This is an optimization exercise on Yosys and OpenROAD, whose aim is small area, a short achievable clock period and few clock cycles, not a production implementation. The RTL was checked by simulation tests, not by an equivalence proof against the original design. Power and IR drop assume default switching activity.

[flow/design.v]
module zappy_codec (
    input  wire        clk,
    input  wire        rst,
    input  wire        host_we,
    input  wire [7:0]  host_addr,
    input  wire [63:0] host_wdata,
    output reg  [63:0] host_rdata,
    output wire        irq,
    output reg         mem_req,
    output reg         mem_we,
    output reg  [63:0] mem_addr,
    output reg  [7:0]  mem_wdata,
    input  wire        mem_ready,
    input  wire [7:0]  mem_rdata,
    input  wire        mem_err
);
    localparam [55:0] HW_ID = 56'h5A415050590001;
    localparam [7:0] OP_PUT_UV  = 8'h01;
    localparam [7:0] OP_PUT_V   = 8'h02;
    localparam [7:0] OP_GET_UV  = 8'h03;
    localparam [7:0] OP_GET_V   = 8'h04;
    localparam [7:0] OP_MAXLEN  = 8'h10;
    localparam [7:0] OP_ENCODE  = 8'h11;
    localparam [7:0] OP_DECLEN  = 8'h20;
    localparam [7:0] OP_DECODE  = 8'h21;
    localparam [7:0] E_OK        = 8'h00;
    localparam [7:0] E_CORRUPT   = 8'h01;
    localparam [7:0] E_TOO_LARGE = 8'h02;
    localparam [7:0] E_DST_SMALL = 8'h04;
    localparam [7:0] E_VTRUNC    = 8'h05;
    localparam [7:0] E_VOVF      = 8'h06;
    localparam [7:0] E_BAD_CMD   = 8'h07;
    localparam [7:0] E_UNSUPP    = 8'h08;
    localparam [7:0] E_BAD_RANGE = 8'h09;
    localparam [7:0] E_OVERLAP   = 8'h0A;
    localparam [7:0] E_BUS_ERROR = 8'h0B;
    localparam [3:0] S_IDLE    = 4'd0;
    localparam [3:0] S_START   = 4'd1;
    localparam [3:0] S_VRD     = 4'd2;    
    localparam [3:0] S_HDR     = 4'd3;    
    localparam [3:0] S_BODY    = 4'd4;    
    localparam [3:0] S_TAG     = 4'd5;    
    localparam [3:0] S_LITCHK  = 4'd6;
    localparam [3:0] S_LITRD   = 4'd7;
    localparam [3:0] S_LITWR   = 4'd8;
    localparam [3:0] S_OFF     = 4'd9;    
    localparam [3:0] S_CPYRD   = 4'd10;
    localparam [3:0] S_CPYWR   = 4'd11;
    localparam [1:0] V_HDR = 2'd0;
    localparam [1:0] V_TAG = 2'd1;
    localparam [1:0] V_OFF = 2'd2;
    reg        irq_en;
    reg [7:0]  cmd_last;
    reg        busy;
    reg        done;
    reg [7:0]  err;
    reg [63:0] src_base, src_len, dst_base, dst_cap;
    reg [63:0] result, value, vbuf0;
    reg [15:0] vbuf1;
    reg [7:0]  vcount;
    reg [3:0]  state;
    reg [1:0]  vkind;
    reg [63:0] vx;        
    reg [3:0]  vi;        
    reg [63:0] s;         
    reg [63:0] d;         
    reg [63:0] blen;      
    reg [63:0] k;         
    reg [63:0] m;         
    reg [7:0]  bbuf;      
    assign irq = done & irq_en;
    wire wr_ok = host_we && (host_addr[2:0] == 3'b000);
    always @(*) begin
        host_rdata = 64'd0;
        if (host_addr[2:0] == 3'b000) begin
            case (host_addr[7:3])
                5'h00: host_rdata = {HW_ID, 8'h00};
                5'h01: host_rdata = {63'd0, irq_en};
                5'h02: host_rdata = {56'd0, cmd_last};
                5'h03: host_rdata = {48'd0, err, 6'd0, done, busy};
                5'h04: host_rdata = src_base;
                5'h05: host_rdata = src_len;
                5'h06: host_rdata = dst_base;
                5'h07: host_rdata = dst_cap;
                5'h08: host_rdata = result;
                5'h09: host_rdata = value;
                5'h0A: host_rdata = vbuf0;
                5'h0B: host_rdata = {48'd0, vbuf1};
                5'h0C: host_rdata = {56'd0, vcount};
                default: host_rdata = 64'd0;
            endcase
        end
    end
    reg [63:0] enc_x;
    reg [3:0]  enc_n;
    reg [79:0] enc_b;
    reg [69:0] enc_xe;
    integer ei;
    always @(*) begin
        if (cmd_last == OP_PUT_V)
            enc_x = {value[62:0], 1'b0} ^ {64{value[63]}};
        else
            enc_x = value;
        enc_xe = {6'd0, enc_x};
        enc_n = 4'd1;
        for (ei = 1; ei < 10; ei = ei + 1)
            if ((enc_x >> (7 * ei)) != 64'd0)
                enc_n = ei[3:0] + 4'd1;
        enc_b = 80'd0;
        for (ei = 0; ei < 10; ei = ei + 1)
            if (ei < enc_n)
                enc_b[8*ei +: 8] = {(ei + 1 < enc_n), enc_xe[7*ei +: 7]};
    end
    reg [63:0] dec_x;
    reg [3:0]  dec_c;
    reg [1:0]  dec_st;    
    reg        dec_stop;
    reg [3:0]  dec_avail;
    reg [7:0]  dec_byte;
    reg [79:0] dec_buf;
    integer di;
    always @(*) begin
        dec_buf   = {vbuf1, vbuf0};
        dec_avail = (vcount > 8'd10) ? 4'd10 : vcount[3:0];
        dec_x     = 64'd0;
        dec_c     = 4'd0;
        dec_st    = 2'd1;
        dec_stop  = 1'b0;
        for (di = 0; di < 10; di = di + 1) begin
            dec_byte = dec_buf[8*di +: 8];
            if (!dec_stop) begin
                if (di[3:0] == dec_avail) begin
                    dec_st   = 2'd1;
                    dec_stop = 1'b1;
                end else if (di == 9 && dec_byte > 8'd1) begin
                    dec_st   = 2'd2;
                    dec_stop = 1'b1;
                end else begin
                    dec_x = dec_x | ({57'd0, dec_byte[6:0]} << (7 * di));
                    if (!dec_byte[7]) begin
                        dec_st   = 2'd0;
                        dec_c    = di[3:0] + 4'd1;
                        dec_stop = 1'b1;
                    end
                end
            end
        end
    end
    wire [63:0] dec_val = (cmd_last == OP_GET_V) ? ((dec_x >> 1) ^ {64{dec_x[0]}}) : dec_x;
    wire [64:0] src_end = {1'b0, src_base} + {1'b0, src_len};
    wire [64:0] dst_end = {1'b0, dst_base} + {1'b0, dst_cap};
    wire src_valid = (src_len == 64'd0) || (src_end <= 65'h1_0000_0000_0000_0000);
    wire dst_valid = (dst_cap == 64'd0) || (dst_end <= 65'h1_0000_0000_0000_0000);
    wire overlap   = (src_len != 64'd0) && (dst_cap != 64'd0) &&
                     ({1'b0, src_base} < dst_end) && ({1'b0, dst_base} < src_end);
    wire [64:0] maxlen = {1'b0, src_len} + 65'd10;
    wire at_end = (s == src_len);
    always @(*) begin
        mem_req   = 1'b0;
        mem_we    = 1'b0;
        mem_addr  = src_base + s;
        mem_wdata = bbuf;
        case (state)
            S_VRD:   begin mem_req = !at_end; mem_addr = src_base + s; end
            S_LITRD: begin mem_req = 1'b1;    mem_addr = src_base + s; end
            S_CPYRD: begin mem_req = 1'b1;    mem_addr = dst_base + d - m; end
            S_LITWR, S_CPYWR: begin
                mem_req  = 1'b1;
                mem_we   = 1'b1;
                mem_addr = dst_base + d;
            end
            default: ;
        endcase
    end
    wire [7:0] wr_byte  = mem_rdata;
    wire       mem_done = mem_req && mem_ready;
    always @(posedge clk) begin
        if (rst) begin
            irq_en   <= 1'b0;
            cmd_last <= 8'd0;
            busy     <= 1'b0;
            done     <= 1'b0;
            err      <= E_OK;
            src_base <= 64'd0;
            src_len  <= 64'd0;
            dst_base <= 64'd0;
            dst_cap  <= 64'd0;
            result   <= 64'd0;
            value    <= 64'd0;
            vbuf0    <= 64'd0;
            vbuf1    <= 16'd0;
            vcount   <= 8'd0;
            state    <= S_IDLE;
        end else begin
            if (wr_ok && host_addr[7:3] == 5'h01)
                irq_en <= host_wdata[0];
            if (wr_ok && host_addr[7:3] == 5'h03 && host_wdata[1])
                done <= 1'b0;
            if (wr_ok && !busy) begin
                case (host_addr[7:3])
                    5'h02: begin
                        cmd_last <= host_wdata[7:0];
                        busy     <= 1'b1;
                        done     <= 1'b0;
                        err      <= E_OK;
                        state    <= S_START;
                    end
                    5'h04: src_base <= host_wdata;
                    5'h05: src_len  <= host_wdata;
                    5'h06: dst_base <= host_wdata;
                    5'h07: dst_cap  <= host_wdata;
                    5'h09: value    <= host_wdata;
                    5'h0A: vbuf0    <= host_wdata;
                    5'h0B: vbuf1    <= host_wdata[15:0];
                    5'h0C: vcount   <= host_wdata[7:0];
                    default: ;
                endcase
            end
            case (state)
                S_IDLE: ;
                S_START: begin
                    case (cmd_last)
                        OP_PUT_UV, OP_PUT_V: begin
                            vbuf0 <= enc_b[63:0];
                            vbuf1 <= enc_b[79:64];
                            finish({60'd0, enc_n});
                        end
                        OP_GET_UV, OP_GET_V: begin
                            if (dec_st == 2'd0) begin
                                value <= dec_val;
                                finish({60'd0, dec_c});
                            end else begin
                                value <= 64'd0;
                                raise((dec_st == 2'd1) ? E_VTRUNC : E_VOVF);
                            end
                        end
                        OP_MAXLEN:
                            finish(maxlen[64] ? 64'hFFFF_FFFF_FFFF_FFFF : maxlen[63:0]);
                        OP_ENCODE:
                            raise(E_UNSUPP);
                        OP_DECLEN: begin
                            if (!src_valid)
                                raise(E_BAD_RANGE);
                            else
                                start_varint(64'd0, V_HDR);
                        end
                        OP_DECODE: begin
                            if (!src_valid || !dst_valid)
                                raise(E_BAD_RANGE);
                            else if (overlap)
                                raise(E_OVERLAP);
                            else
                                start_varint(64'd0, V_HDR);
                        end
                        default:
                            raise(E_BAD_CMD);
                    endcase
                end
                S_VRD: begin
                    if (at_end) begin
                        varint_fail;
                    end else if (mem_done) begin
                        if (mem_err) begin
                            raise(E_BUS_ERROR);
                        end else if (vi == 4'd9 && mem_rdata > 8'd1) begin
                            varint_fail;
                        end else begin
                            vx <= vx | ({57'd0, mem_rdata[6:0]} << (7 * vi));
                            vi <= vi + 4'd1;
                            s  <= s + 64'd1;
                            if (!mem_rdata[7]) begin
                                case (vkind)
                                    V_HDR:   state <= S_HDR;
                                    V_TAG:   state <= S_TAG;
                                    default: state <= S_OFF;
                                endcase
                            end
                        end
                    end
                end
                S_HDR: begin
                    blen <= vx;
                    if (cmd_last == OP_DECLEN) begin
                        if (vx[63]) begin
                            value <= 64'd0;
                            raise(E_TOO_LARGE);
                        end else begin
                            value <= {60'd0, vi};
                            finish(vx);
                        end
                    end else begin
                        if (vx[63])
                            raise(E_TOO_LARGE);
                        else if (vx > dst_cap)
                            raise(E_DST_SMALL);
                        else begin
                            d     <= 64'd0;
                            state <= S_BODY;
                        end
                    end
                end
                S_BODY: begin
                    if (s == src_len) begin
                        if (d == blen)
                            finish(blen);
                        else
                            raise(E_CORRUPT);
                    end else begin
                        start_varint(s, V_TAG);
                    end
                end
                S_TAG: begin
                    k <= {1'b0, vx[63:1]} + 64'd1;
                    if (vx[0])
                        start_varint(s, V_OFF);
                    else
                        state <= S_LITCHK;
                end
                S_LITCHK: begin
                    if (k > blen - d || k > src_len - s)
                        raise(E_CORRUPT);
                    else
                        state <= S_LITRD;
                end
                S_LITRD: begin
                    if (mem_done) begin
                        if (mem_err) begin
                            raise(E_BUS_ERROR);
                        end else begin
                            bbuf  <= wr_byte;
                            s     <= s + 64'd1;
                            state <= S_LITWR;
                        end
                    end
                end
                S_OFF: begin
                    m <= vx;
                    if (vx == 64'd0 || vx > d || k > blen - d)
                        raise(E_CORRUPT);
                    else
                        state <= S_CPYRD;
                end
                S_CPYRD: begin
                    if (mem_done) begin
                        if (mem_err) begin
                            raise(E_BUS_ERROR);
                        end else begin
                            bbuf  <= wr_byte;
                            state <= S_CPYWR;
                        end
                    end
                end
                S_LITWR, S_CPYWR: begin
                    if (mem_done) begin
                        if (mem_err) begin
                            raise(E_BUS_ERROR);
                        end else begin
                            d <= d + 64'd1;
                            k <= k - 64'd1;
                            if (k == 64'd1)
                                state <= S_BODY;
                            else
                                state <= (state == S_LITWR) ? S_LITRD : S_CPYRD;
                        end
                    end
                end
                default: state <= S_IDLE;
            endcase
        end
    end
    task finish(input [63:0] r);
        begin
            result <= r;
            err    <= E_OK;
            busy   <= 1'b0;
            done   <= 1'b1;
            state  <= S_IDLE;
        end
    endtask
    task raise(input [7:0] code);
        begin
            result <= 64'd0;
            err    <= code;
            busy   <= 1'b0;
            done   <= 1'b1;
            state  <= S_IDLE;
        end
    endtask
    task varint_fail;
        begin
            if (vkind == V_HDR && cmd_last == OP_DECLEN)
                value <= 64'd0;
            raise(E_CORRUPT);
        end
    endtask
    task start_varint(input [63:0] pos, input [1:0] kind);
        begin
            s     <= pos;
            vx    <= 64'd0;
            vi    <= 4'd0;
            vkind <= kind;
            state <= S_VRD;
        end
    endtask
endmodule
[flow/run.sh]
#!/bin/bash
# synth_recipe.tcl (not shown) runs the flow's synth.tcl, then flattens the netlist and writes it again
# the make line also repeats each setting of config.mk as NAME=value (left out here)
make -C /OpenROAD-flow-scripts/flow DESIGN_CONFIG=/design/flow/config.mk WORK_HOME=/design/flow/orfs CLKGATE_MAP_FILE= SYNTH_SCRIPT=/design/flow/synth_recipe.tcl finish
[flow/config.mk]
export PLATFORM = sky130hd
export DESIGN_NAME = zappy_codec
export DESIGN_NICKNAME = zappy_codec
export VERILOG_FILES = /design/flow/design.v
export SDC_FILE = /design/flow/constraint.sdc
export NUM_CORES = 4
export LEC_CHECK = 0
export CAP_MARGIN = 20
export CORE_MARGIN = 2
export CORE_UTILIZATION = 40
export SLEW_MARGIN = 20
[flow/constraint.sdc]
create_clock -name core_clock -period 12.0 [get_ports {clk}]
set_input_delay 2.4000 -clock core_clock [delete_from_list [all_inputs] [get_ports {clk}]]
set_output_delay 2.4000 -clock core_clock [all_outputs]
set_load 0.01 [all_outputs]
==> impl_metrics.ini <==
[sta]
drv_slew = 0
rsz0062_at_grt = false
fin_crit_ns = 11.47
tightestPinTransition_ns = 1.36
finalCritPeriodShare_pct = 95.6
setup-tns-final_ns = 0
relSlewSlack_pct = 9.13
finalSetupViolations = 0
timing.final.ws_setup_ns = 0.532
clock_skew_ns = 0.0480
fmax_mhz = 87.2
hold_viol_final = 0

[die]
die_w_microns = 456
io_pins = 224
start_util_pct = 40.2
dieHeight_microns = 456
design.die.area_sq_mm = 0.208
row_count = 166
core_area_sq_mm = 0.204

[cts]
cts_tree = done
clkTransAtPathRegs_ns = 0.06
cts_buffer_depth = 3
clock_latency_ns = 0.83
clock_sinks = 893
ctsRootBufferMaster = clkbuf_16
cts-resized-gates = 0
cts_buffers = 113
hold_buffers = 0
htree_levels = 3
cts_setup_buffers = 0

[grt]
overflow = 0
track_usage_pct = 39.9
grt_use_met2_pct = 60.6
grt_use_met1_pct = 48.9
gr-usage-met3_pct = 10.1
grt_max_degree = 115
grt_pass1_wl_microns = 602000
grt_busiest_layer = met2
antenna_found_initial = 30
grt_pass1_vias = 79338

[logic_synthesis]
synth-edff-count = 398
yosysTopAreaCellShare_pct = 14.6
syn_avg_cell_area_sq_um = 7.92
syn_inst = 10334
synthTopCellsByCount = 1338 x nand2_1, 1056 x a21oi_1, 833 x ha_1
synth_largest_area_cell = edfxtp_1
syn_area_sq_mm = 0.0819
synthFlopType = dfxtp_1
synth_top_family_by_area = compound AO/OA/AOI/OAI gates
yosysMostFrequentCell = nand2_1
yosysWarningCount = 1
synth-xor-area-share_pct = 8.74
ys_ff_latch = 893
async_reset_ff_share_pct = 0
ys_seq_area_share_pct = 26.7
synthMuxAreaShare_pct = 1.47
yosys.area_share.adder_pct = 12.9
synth_fp_nets = 11259
synth_compound_area_share_pct = 25.7
synth_area_leaders = edfxtp_1 15%, ha_1 13%, dfxtp_1 12%, a21oi_1 6.5%, nand2_1 6.1%
synth.distinct_cells = 113
synth-simple-area-share_pct = 19.8

[worst_setup_path]
critical_path_class = reg2out
crit_arrival_ns = 9.07
timing.critical_path.to_type = output port
cp_common_cell = o21ai_0
slowest_delay_ns = 0.65
start_kind = flop
cp_slowest_cell = xor2_1
crit_fanout = 6
worstPathRequired_ns = 9.60

[power_and_ir_drop]
power_density_mw_per_mm2 = 78.0
p_int_mw = 5.28
netSwitchingPower_mw = 1.84
pwr-share-seq_pct = 44.4
pwr-share-comb_pct = 4.9
sw_frac_of_total_pct = 25.9
irDropWorstVdd_mv = 0.110
clock_power_share_pct = 50.8
cellLeakagePower_nw = 36.3

[flow_run]
cap_violations = 0

[route]
first_iter_violations = 11774
route.vias.total = 86056
via_per_inst = 6.54
wl_per_cell_microns = 33.0
routed_wl_microns = 434000
ant_nets = 0
drcViolationCount = 0
first_pass_iters = 9

[place]
hpwlAfterDp_microns = 345000
dp_slack_ns = 1.52
portBuffers = 223
place.gp.congestion = 1.05

[finish]
drive_gt1_share_pct = 5.66
area_delta_synth_final_pct = 11.4
fillerInstances = 20585
fin_nets = 11273

[status]
outcome = finished clean

[hold_path]
hold_class = reg2reg
## metrics by stage
| stage | cells | total power, mW | area [sq um] | utilization [%] | hold WS (ns) |
|---|---|---|---|---|---|
| floorplan | 10334 | 3.39 | 81900 | - | 0.442 |
| global placement | 12919 | 3.55 | 87300 | 42.8 | 0.451 |
| detailed placement | 12920 | 3.55 | 87300 | 42.8 | 0.453 |
| CTS | 13130 | 7.11 | 91100 | 44.6 | 0.463 |
| global route | 13132 | 7.24 | 91100 | 44.7 | 0.480 |
| finish | 13159 | 7.12 | 91200 | 44.7 | 0.467 |
## sequential cells by signal, indices dropped and copies added (netlist names), 16 cells and up
name and flops:
blen 64, d 64, dst_base 64, dst_cap 64, k 64, m 64, result 64, s 64
src_base 64, src_len 64, value 64, vbuf0 64, vbuf1 16, vx 64
## worst max-delay path, delay by kind of cell (launching register included)
kind,cells,cell delay (ns)
xor gates and xnor gates,2,0.82
buffers and inverters,1,0.49
AOI/OAI and AO/OA,19,5.14
adders and majority gates,3,1.04
DFF,1,0.51
and+or+nand+nor,2,0.24
## worst paths after layout
kind / startpoint / slack, ns / cells past startpoint / to
worst max-delay path: d[0] / 0.53 / 27 / mem_addr[55]
worst min-delay path: result[57] / 0.47 / 2 / result[57]
worst max register to register: d[0] / 1.80 / 32 / result[55]
worst min register to register: result[57] / 0.47 / 2 / result[57]
## cells in the final DEF, fill, tap and decap left out, types with 97 or more instances in the layout
master / synthesis / layout
nor2b_1: 119 / 117
o21ai_0: 487 / 485
xnor2_1: 494 / 493
nor2_1: 773 / 753
ha_1: 833 / 833
nor3_1: 197 / 194
clkdlybuf4s50_1: 0 / 222
nand2_1: 1338 / 1323
nand3_1: 210 / 210
buf_4: 4 / 201
a31oi_1: 131 / 131
xor2_1: 321 / 321
clkbuf_16: 0 / 113
mux2i_1: 100 / 100
inv_1: 461 / 460
nor4_1: 177 / 162
edfxtp_1: 398 / 398
dfxtp_1: 495 / 494
a22oi_1: 186 / 186
a21oi_1: 1056 / 1055
a21o_1: 393 / 393
nand2b_1: 97 / 97
nand4_1: 234 / 234
## final cells by class
class	count	area, sq um	share of cell area, %
flip-flops and latches	893	21900	24.0
inverters	461	1730	1.90
multi-input cells	8449	56600	62.1
clock inverters	58	626	0.686
diodes	28	70.1	0.0768
repair buffers	430	3840	4.21
clock buffers	152	3110	3.41
well taps	2688	3360	3.69
## power by group through the flow
stage          sequential [mW]  clock [mW]  combinational (mW)
6_report                  3.16        3.61               0.346
5_1_grt                   3.16        3.73               0.358
2_1_floorplan             3.22           0               0.170
3_3_place_gp              3.22           0               0.329
4_1_cts                   3.16        3.62               0.332
3_5_place_dp              3.22           0               0.330
## layer usage
metal / wire length [microns] / share of wire, %
met4: 39100 / 9.0
met3: 43600 / 10
met2: 184000 / 42
met5: 460 / 0.11
met1: 167000 / 38
## cells by family (layout without fill, tap and decap cells)
| logic type | after synthesis | in the layout |
|---|---|---|
| mux | 118 | 118 |
| flops | 893 | 893 |
| compound gates | 3192 | 3192 |
| simple gates | 3483 | 3483 |
| buf+inv | 992 | 1101 |
| fa+ha+maj | 840 | 840 |
| other cells | 0 | 28 |
| xor+xnor | 816 | 816 |
Testbench counts, summed over its fixed seeds: cycles 165,557.

==> afterwards: timing with drivers on the ports <==
Ports are ideal in the flow. The routed layout listed here was re-timed in OpenROAD.
Step 1 sets driving cells, clkbuf_16 on the clock port and buf_2 on the other inputs (assumed; they add their load-dependent delay and slew).
Step 2 adds t to the input delays and takes it off the output delays; t is the mean of the earliest and latest rising clock arrival at the registers after step 1. Input paths then give back, and output paths get back, about the clock's delay inside the block.
a / b / c = ideal ports / drivers / drivers and shift; a / b = the first two.
t, ns: 0.906
setup slack, ns: 0.532 / 0.433 / 1.339
hold slack, ns: 0.467 / 0.467 / 0.467
worst register clock-pin slew, ns: 0.07 / 0.07
worst slew at a driven data input, ns: 0.06
After both steps setup and hold are still met in this run. The setup slack of this run moves by -0.099 ns with the drivers and by +0.807 ns with both steps.
